From an optimization exercise on the open Yosys and OpenROAD flow, aimed at small area, a short achievable clock period and few clock cycles per item; shortcuts taken in it are not production practice.
At most, simulation tests tie the RTL to the original design; equivalence was not proved.
Only the layout flow was run in run 2; the RTL was not checked for function there.
Power figures rest on the tool's default switching activity, not on a simulated workload.

`flow/config.mk`:
```
export PLATFORM = sky130hd
export DESIGN_NAME = lcg_step
export DESIGN_NICKNAME = lcg_step
export VERILOG_FILES = /design/flow/design.v
export SDC_FILE = /design/flow/constraint.sdc
export NUM_CORES = 4
export LEC_CHECK = 0
export CAP_MARGIN = 20
export CORE_MARGIN = 2
export CORE_UTILIZATION = 40
export SLEW_MARGIN = 20
```
`flow/constraint.sdc`:
```
create_clock -name core_clock -period 10.0 [get_ports {clk}]
set_input_delay 2.0000 -clock core_clock [delete_from_list [all_inputs] [get_ports {clk}]]
set_output_delay 2.0000 -clock core_clock [all_outputs]
set_load 0.01 [all_outputs]
```
`flow/design.v`:
```
module lcg_step (
    input  wire        clk,
    input  wire        rst,       
    input  wire        start,     
    input  wire [63:0] a,
    input  wire [63:0] c,
    input  wire [63:0] m,         
    input  wire [63:0] s,
    output wire        ready,
    output reg         done,
    output wire [63:0] result
);
    localparam [1:0] IDLE = 2'd0,
                     MUL  = 2'd1,
                     DIV  = 2'd2;
    reg  [1:0]   state;
    reg  [7:0]   cnt;
    reg  [63:0]  x;           
    reg  [63:0]  rm;
    reg  [65:0]  ph;          
    reg  [65:0]  pl;          
    reg          pb;          
    assign ready  = (state == IDLE);
    assign result = x;
    wire        b0 = pl[0], b1 = pl[1];
    wire        neg  = b1 & ~(b0 & pb);
    wire        one  = b0 ^ pb;
    wire        two  = (b1 & ~b0 & ~pb) | (~b1 & b0 & pb);
    wire [66:0] pp0  = one ? {3'b000, x} : two ? {2'b00, x, 1'b0} : 67'd0;
    wire [66:0] pp   = neg ? ~pp0 : pp0;
    wire [66:0] msum = {ph[65], ph} + pp + {66'd0, neg};
    wire [127:0] y = {ph[61:0], pl};
    wire [64:0] rsh  = {x, y[127]};
    wire [65:0] rsub = {1'b0, rsh} - {2'b00, rm};
    wire        fits = !rsub[65];
    wire        skip = (x < {8'd0, rm[63:8]}) && (cnt <= 8'd120);
    wire [7:0]  cinc = skip ? 8'd8 : 8'd1;
    wire [7:0]  cnxt = cnt + cinc;
    always @(posedge clk) begin
        if (rst) begin
            state <= IDLE;
            done  <= 1'b0;
        end else begin
            done <= 1'b0;
            case (state)
                IDLE: begin
                    if (start) state <= MUL;
                    cnt <= 8'd0;
                end
                MUL: begin
                    cnt <= cnt + 8'd1;
                    if (cnt == 8'd32) begin
                        state <= DIV;
                        cnt   <= 8'd0;
                    end
                end
                DIV: begin
                    cnt <= cnxt;
                    if (cnxt[7]) begin
                        state <= IDLE;
                        done  <= 1'b1;
                    end
                end
                default: state <= IDLE;
            endcase
        end
    end
    always @(posedge clk) begin
        case (state)
            IDLE: begin
                x  <= a;
                rm <= m;
                ph <= {2'b00, c};
                pl <= {2'b00, s};
                pb <= 1'b0;
            end
            MUL: begin
                ph <= {msum[66], msum[66:2]};
                pl <= {msum[1:0], pl[65:2]};
                pb <= pl[1];
                if (cnt == 8'd32) x <= 64'd0;
            end
            DIV: begin
                if (skip) begin
                    x <= {x[55:0], y[127:120]};
                    {ph[61:0], pl} <= {y[119:0], 8'd0};
                end else begin
                    x <= fits ? rsub[63:0] : rsh[63:0];
                    {ph[61:0], pl} <= {y[126:0], 1'b0};
                end
            end
            default: ;
        endcase
    end
endmodule
```
`flow/run.sh`:
```
#!/bin/bash
# synth_recipe.tcl (not shown) runs the flow's synth.tcl, then flattens the netlist and writes it again
# the make line also repeats each setting of config.mk as NAME=value (left out here)
make -C /OpenROAD-flow-scripts/flow DESIGN_CONFIG=/design/flow/config.mk WORK_HOME=/design/flow/orfs CLKGATE_MAP_FILE= SYNTH_SCRIPT=/design/flow/synth_recipe.tcl finish
```
==> results.txt, run 1 <==
average size of a mapped cell: 8.94 um^2
worst setup path start: pl[0]$_DFFE_PN_
clock slew at reported path FFs: 60 ps
Crit Path Max Fanout: 66
# DRC: 0
ys flop type: edfxtp_1
Final Critical Period: 5890 ps
Compound-Gate Fraction of Synth Area: 28.2%
CTS tree: yes
routed length per instance: 25.3 um
syn_nets: 3190
Power Density: 347 nW/um^2
clock sinks: 271
r2r startpoint: pl[0]$_DFFE_PN_
crit-path cells: ha_2 -> buf_4 -> a21oi_4 -> buf_4 -> a22oi_1 -> xnor2_1 -> ha_1 -> a41o_1 -> a31oi_1 -> o211ai_1 -> a21oi_1 -> o21ai_0 -> a31oi_1 -> o21ai_0 -> xor2_1 -> a31oi_1 -> o21ai_0
total CTS buffers: 36
Synth area leaders: edfxtp_1, ha_1, a21oi_1
hold crit path type: reg2reg
initial antenna violation count: 1
Syn Inst Count: 2735
initial core utilization: 40.5%
hold_buf cts: 0
Setup-failing EPs final: 0
Net Sw Frac: 50.1%
core area: 60400 um^2
CTS resizes: 0
vias per inst: 6.30
Reg power frac: 21.7%
final worst setup slack: 4110 ps
Max Root-Sink Buffers: 3
critical path arrival: 6170 ps
Crit. End Element: flip-flop
Clk Latency, worst-skew pair: 580 ps
fraction of layout cells with a size suffix above 1: 4.77%
Netlist cell types: 98
Tightest Pin Transition: 1190 ps
fin crit share: 58.9%
Placement Setup Slack: 4230 ps
Worst path slowest cell: buf_4
xor and xnor area share after synthesis: 6.77%
Syn-to-layout area delta: 19.8%
area leader, netlist: edfxtp_1
Nets: 3386
fillers: 5824
count leader, synth: nand2_1
end of the worst register-to-register path: ph[43]$_DFFE_PN_
Detail Placement HPWL: 70.8 mm
Post-synth top cells: nand2_1, edfxtp_1, a21oi_1
Iter 0 DRT Violations: 2450
Largest stage delay, worst path: 480 ps
CTS H-tree depth: 2
fin. max-slew vios: 0
synthesis-stage register bit count: 271
first-pass GRT wire length: 141 mm
Int Pwr: 5.08 mW
pin count of the biggest net entering global routing: 107
gr ovfl total: 0
Rows: 90
Comb pwr share: 65.0%
R2R cell count: 17
leakage: 11.7 nW
VDD IR max: 0.150 mV
Async S/R FF share, synth: 0%
fmax: 0.170 GHz
ANT nets after route: 0
Critical Path End: ph[43]$_DFFE_PN_
yosys warns: 1
Die Y-Extent: 251 um
post-CTS setup buffers: 0
critical path depth: 17
I/O pin cnt: 325
PnR Total Power: 10.2 mW
Buf/Inv on CP: 2
worst slew margin relative to its limit: 20.7%
WS Path Type: reg2reg
CP top delay family: compound AO/OA/AOI/OAI gates
die area: 63100 um^2
number of global-route vias before repair: 23100
mapped cell area: 24500 um^2
total negative slack: 0 ps
adder-cell share of the synthesized area: 10.1%
Pre-antenna DRT Iters: 6
outcome: finished clean
Worst Setup Start Kind: flip-flop
max cap viols: 0
skew final: 34.7 ps
reg2reg setup slack: 4110 ps
CTS Root Cell: clkbuf_16
Total Routing Usage GR: 28.9%
Psw: 5.10 mW
main combinational cell family by area after synthesis: compound AO/OA/AOI/OAI gates
mux cell area share after synthesis: 3.27%
DR vias: 23600
width of the die: 251 um
Seq/Total Area, Yosys: 33.2%
IO Port Bufs: 324
Final GP Congestion: 0.982
clock share of power: 13.3%
drt total wl: 94.8 mm
RSZ-0062 raised after global routing: no
final hold violations: 0
WP data required: 10280 ps
post-synth top area share: 32.9%
Simple-Gate Fraction of Synth Area: 13.7%
Post-synth EDFFs: 268
## worst reg2reg max path, stage by stage (launching register included)
cell      delay, ps
edfxtp_1        440
ha_2            280
buf_4           300
a21oi_4         450
buf_4           490
a22oi_1         180
xnor2_1         470
ha_1            340
a41o_1          240
a31oi_1         350
o211ai_1        290
a21oi_1         440
o21ai_0         250
a31oi_1         410
o21ai_0         190
xor2_1          180
a31oi_1         190
o21ai_0         100
## final cells by class
cell class                 count  area (um^2)  share of cell area (%)
tap                          782          978                    3.34
timing repair buffer         344         3390                    11.6
clock inverter                22          215                   0.735
antenna                        1         2.50                 0.00854
sequential                   271         8110                    27.7
multi-input combinational   2175        15200                    52.0
inverter                     103          395                    1.35
clock buffer                  44          973                    3.32
## cell usage in the layout, fill, tap and decap left out, types with 14 or more instances in the layout
cell type,n
nor2_1,211
a31oi_1,27
a22o_1,14
a21o_1,80
buf_4,20
o211ai_1,25
edfxtp_1,268
o21bai_1,19
nand2_1,283
o21a_1,21
inv_1,100
nand4_1,51
ha_1,192
nand2b_1,17
clkbuf_16,38
a211oi_1,39
a221oi_1,36
a22oi_1,76
o21ai_0,125
mux2i_1,35
nor2b_1,18
xor2_1,55
clkdlybuf4s50_1,324
xnor2_1,134
a21oi_1,263
nand3_1,38
mux2_1,17
and3_1,30
a221o_1,77
o2bb2ai_1,34
mux2_2,23
nor3_1,21
o21ai_1,19
## layer usage
metal,share of wire [%],vias up,GRT usage [%],routed length [um]
met4,3.7,0,10.7,3480
li1,-,10800,-,-
met5,0,-,0,0
met3,8.0,166,4.47,7620
met1,45,11500,40.7,42200
met2,44,1098,44.5,41400
## registers in the layout (all words and copies together) (netlist names)
| register | flops |
|---|---|
| rm | 64 |
| x | 64 |
| pl | 66 |
| cnt | 8 |
| ph | 65 |
| done | 1 |
| pb | 1 |
| state | 2 |
## how the worst min path moves through the flow
stage,startpoint,endpoint,slack (ps),cells after the start
floorplan,state[0]$_SDFFE_PP0P_,state[0]$_SDFFE_PP0P_,510,2
global placement,state[0]$_SDFFE_PP0P_,state[0]$_SDFFE_PP0P_,580,2
detailed placement,state[0]$_SDFFE_PP0P_,state[0]$_SDFFE_PP0P_,580,2
CTS,state[0]$_SDFFE_PP0P_,state[0]$_SDFFE_PP0P_,590,2
global route,state[0]$_SDFFE_PP0P_,state[0]$_SDFFE_PP0P_,630,2
finish,state[0]$_SDFFE_PP0P_,state[0]$_SDFFE_PP0P_,600,2
## power groups by stage
stage | clock, mW | sequential [mW] | combinational [mW]
floorplan | 0 | 1.96 | 4.73
global placement | 0 | 2.20 | 6.44
detailed placement | 0 | 2.20 | 6.46
CTS | 1.37 | 2.18 | 6.50
global route | 1.40 | 2.23 | 7.18
finish | 1.35 | 2.20 | 6.62
## cells by family (layout without fill, tap and decap cells)
kind of cell               count (synthesis)  in the layout
adders and majority gates                196            196
and+or+nand+nor                          733            733
AOI/OAI and AO/OA                        982            982
buffers and inverters                    289            513
xor gates and xnor gates                 189            189
other                                      0              1
muxes                                     75             75
DFF                                      271            271
## through the flow
step	utilization [%]	std cells	hold slack, ps	instance area [um^2]
after floorplan	-	2735	514	24500
after global placement	46.6	3675	583	28100
after detailed placement	46.6	3675	576	28100
after CTS	48.5	3741	587	29300
after global routing	48.5	3741	627	29300
final	48.5	3742	597	29300
Testbench counts, summed over its fixed seeds: cycles 54,895, steps 512.
==> run 2, diff against run 1 <==
==> flow/design.v (replaced) <==
module lcg_step (
    input  wire        clk,
    input  wire        rst,       
    input  wire        start,     
    input  wire [63:0] a,
    input  wire [63:0] c,
    input  wire [63:0] m,         
    input  wire [63:0] s,
    output wire        ready,
    output reg         done,
    output wire [63:0] result
);
    localparam [1:0] IDLE = 2'd0,
                     MUL  = 2'd1,
                     ADD  = 2'd2,
                     DIV  = 2'd3;
    reg  [1:0]   state;
    reg  [6:0]   cnt;
    reg  [63:0]  ra, rc, rm;
    reg  [127:0] prod;        
    reg  [127:0] num;         
    reg  [64:0]  rem;         
    assign ready  = (state == IDLE);
    assign result = rem[63:0];
    wire [64:0] mul_sum = {1'b0, prod[127:64]} + (prod[0] ? {1'b0, ra} : 65'd0);
    wire [64:0] rem_sh  = {rem[63:0], num[127]};
    wire [65:0] rem_sub = {1'b0, rem_sh} - {2'b00, rm};
    wire        fits    = !rem_sub[65];
    always @(posedge clk) begin
        if (rst) begin
            state <= IDLE;
            done  <= 1'b0;
            cnt   <= 7'd0;
        end else begin
            done <= 1'b0;
            case (state)
                IDLE: begin
                    if (start) begin
                        ra    <= a;
                        rc    <= c;
                        rm    <= m;
                        prod  <= {64'd0, s};
                        cnt   <= 7'd0;
                        state <= MUL;
                    end
                end
                MUL: begin
                    prod <= {mul_sum, prod[63:1]};
                    cnt  <= cnt + 7'd1;
                    if (cnt == 7'd63)
                        state <= ADD;
                end
                ADD: begin
                    num   <= prod + {64'd0, rc};
                    rem   <= 65'd0;
                    cnt   <= 7'd0;
                    state <= DIV;
                end
                DIV: begin
                    rem <= fits ? rem_sub[64:0] : rem_sh;
                    num <= {num[126:0], 1'b0};
                    cnt <= cnt + 7'd1;
                    if (cnt == 7'd127) begin
                        state <= IDLE;
                        done  <= 1'b1;
                    end
                end
            endcase
        end
    end
endmodule
==> run 2 against run 1 <==
  * Still clean
  * Clock power up 74%
  * Sequential share of layout area up 12 points
  * Fmax up 19%
  * Global-route usage down 7.8 points
  * Setup slack better by 950 ps
  * Critical path type unchanged
  * Highest routed layer is now met5
==> results.txt, run 2 <==
initial antenna violation count: 4
Worst Setup Start Kind: flip-flop
synthesis-stage register bit count: 522
Clk Latency, worst-skew pair: 590 ps
Syn Inst Count: 3240
Final Critical Period: 4940 ps
width of the die: 290 um
DR vias: 25600
max cap viols: 0
VDD IR max: 0.258 mV
vias per inst: 5.56
fraction of layout cells with a size suffix above 1: 6.96%
Worst path slowest cell: a2111oi_0
fin area: 39100 um^2
fmax: 0.202 GHz
post-synth top area share: 47.0%
CTS H-tree depth: 3
leakage: 14.2 nW
Max Root-Sink Buffers: 3
number of global-route vias before repair: 25100
Tightest Pin Transition: 1250 ps
WP data required: 10330 ps
average size of a mapped cell: 10.1 um^2
skew final: 25.2 ps
clock slew at reported path FFs: 60 ps
Net Sw Frac: 36.8%
Total Routing Usage GR: 21.1%
Int Pwr: 5.96 mW
outcome: finished clean
crit-path cells: buf_4 -> and2_1 -> ha_1 -> nand3_1 -> nor2_1 -> o32ai_1 -> a2111oi_2 -> o211ai_1 -> a2111oi_0 -> nor2_1 -> nor4_1 -> o21ai_0 -> nor3b_1
biggest regs: num: 128 flops, prod: 128 flops
most frequent cells in the layout: edfxtp_1, nand2_1, clkdlybuf4s50_1, a21oi_1, nor2_1
Placed Area: 37000 um^2
Core Util, Final: 48.3%
hold path cells: 2
Comb pwr share: 39.8%
total CTS buffers: 66
Post-synth EDFFs: 512
I/O pin cnt: 325
Pre-antenna DRT Iters: 5
r2r startpoint: prod[0]$_DFFE_PP_
CTS Root Cell: clkbuf_16
total negative slack: 0 ps
area leader, netlist: edfxtp_1
end of the worst register-to-register path: prod[124]$_SDFFCE_PN0P_
initial core utilization: 40.5%
Reg power frac: 35.3%
Largest stage delay, worst path: 1120 ps
final worst setup slack: 5060 ps
Post-synth top cells: edfxtp_1, nand2_1, a21oi_1
final hold slack: 510 ps
clock share of power: 24.9%
Placement Setup Slack: 5230 ps
IO Port Bufs: 324
reg2reg setup slack: 5060 ps
hold_buf cts: 0
drt total wl: 90.4 mm
Crit. End Element: flip-flop
routed length per instance: 19.6 um
Iter 0 DRT Violations: 1875
CTS tree: yes
core area: 80800 um^2
Inst Count DP: 4500
Rows: 104
Final GP Congestion: 0.885
Netlist cell types: 88
Crit Path Max Fanout: 60
Async S/R FF share, synth: 0%
Psw: 3.48 mW
critical path arrival: 5270 ps
yosys warns: 1
Power Density: 241 nW/um^2
HP Start: cnt[5]$_SDFFE_PP0P_
count leader, synth: edfxtp_1
hold crit path type: reg2reg
Top cell by count, worst path: nor2_1
Syn-to-layout area delta: 19.3%
pin count of the biggest net entering global routing: 213
mapped cell area: 32700 um^2
ANT nets after route: 0
Setup-failing EPs final: 0
RSZ-0062 raised after global routing: no
gr ovfl total: 0
Die Y-Extent: 290 um
syn_nets: 3700
fin. max-slew vios: 0
clock sinks: 522
WS Path Type: reg2reg
post-route insts no fill: 4613
most common cell after layout, fill and taps aside: edfxtp_1
ys flop type: edfxtp_1
fin crit share: 49.4%
final hold violations: 0
die area: 84200 um^2
first-pass GRT wire length: 142 mm
PnR Total Power: 9.43 mW
WHS Endpoint: cnt[5]$_SDFFE_PP0P_
# DRC: 0
worst slew margin relative to its limit: 14.7%
CTS resizes: 0
Seq/Total Area, Yosys: 47.6%
Detail Placement HPWL: 66.4 mm
Nets: 3968
R2R cell count: 13
post-CTS setup buffers: 0
Synth area leaders: edfxtp_1, ha_1, nand2_1
run 2: how the worst max path moves through the flow:
| stage | startpoint | end |
|---|---|---|
| 6_report | prod[0]$_DFFE_PP_ | prod[124]$_SDFFCE_PN0P_ |
| 5_1_grt | prod[0]$_DFFE_PP_ | prod[124]$_SDFFCE_PN0P_ |
| 4_1_cts | prod[0]$_DFFE_PP_ | prod[124]$_SDFFCE_PN0P_ |
| 3_5_place_dp | prod[0]$_DFFE_PP_ | prod[124]$_SDFFCE_PN0P_ |
| 3_3_place_gp | prod[0]$_DFFE_PP_ | prod[124]$_SDFFCE_PN0P_ |
| 2_1_floorplan | rst | prod[0]$_DFFE_PP_ |
run 2: cells by family (layout without fill, tap and decap cells):
family | after synthesis | in the layout | synth area share (%)
compound gates | 885 | 885 | 16.9
xor+xnor | 233 | 233 | 6.23
fa+ha+maj | 201 | 201 | 7.75
buf+inv | 264 | 575 | 3.13
flops | 522 | 522 | 47.6
mux | 90 | 90 | 3.06
other cells | 0 | 2 | 0
simple gates | 1045 | 1045 | 15.3
run 2: critical path: cells and delay by family (launching register included):
family | cells | cell delay [ps]
and+or+nand+nor | 6 | 1180
AOI/OAI and AO/OA | 5 | 2390
adders and majority gates | 1 | 350
buffers and inverters | 1 | 290
DFF | 1 | 420
run 2: layout make-up:
type	count	area (um^2)
clock buffers	82	1780
diodes	2	5.00
clock inverters	29	302
multi-input cells	2454	16200
fillers	7508	41700
repair buffers	343	3420
well taps	1060	1330
inverters	121	454
flip-flops and latches	522	15600
run 2: power by group through the flow:
stage | logic [mW] | clock network [mW] | registers, mW
after CTS | 3.75 | 2.42 | 3.33
final | 3.75 | 2.35 | 3.33
after global routing | 4.17 | 2.49 | 3.37
after global placement | 3.71 | 0 | 3.37
after detailed placement | 3.73 | 0 | 3.37
after floorplan | 2.72 | 0 | 3.34
run 2: per-layer routing:
layer / track usage [%] / routed length [um]
met5: 0 / 13
met4: 6.92 / 2580
met3: 3.41 / 4670
met2: 34.2 / 41400
met1: 28.8 / 41800

[what the ideal ports hide]
How much do the figures lean on ideal ports? The routed layouts below were timed once more, with nothing changed but the port constraints. Step 1 sets driving cells, clkbuf_16 on the clock port and buf_2 on the other inputs (assumed; they add their load-dependent delay and slew). Step 2, shift: input delay + t, output delay - t, t = (earliest + latest rising clock arrival at the registers) / 2. This alone moves slack from input paths to output paths. a / b / c = no drivers / after step 1 / after step 2; a / b = the first two.
run	t, ns	setup WS [ns]	worst hold slack (ns)	pins driven straight from the clock port
run 1	0.623	4.110 / 4.110 / 4.110	0.597 / 0.597 / 0.597	1
run 2	0.645	5.058 / 5.058 / 5.058	0.510 / 0.510 / 0.510	1
After both steps setup and hold are still met in every run listed.
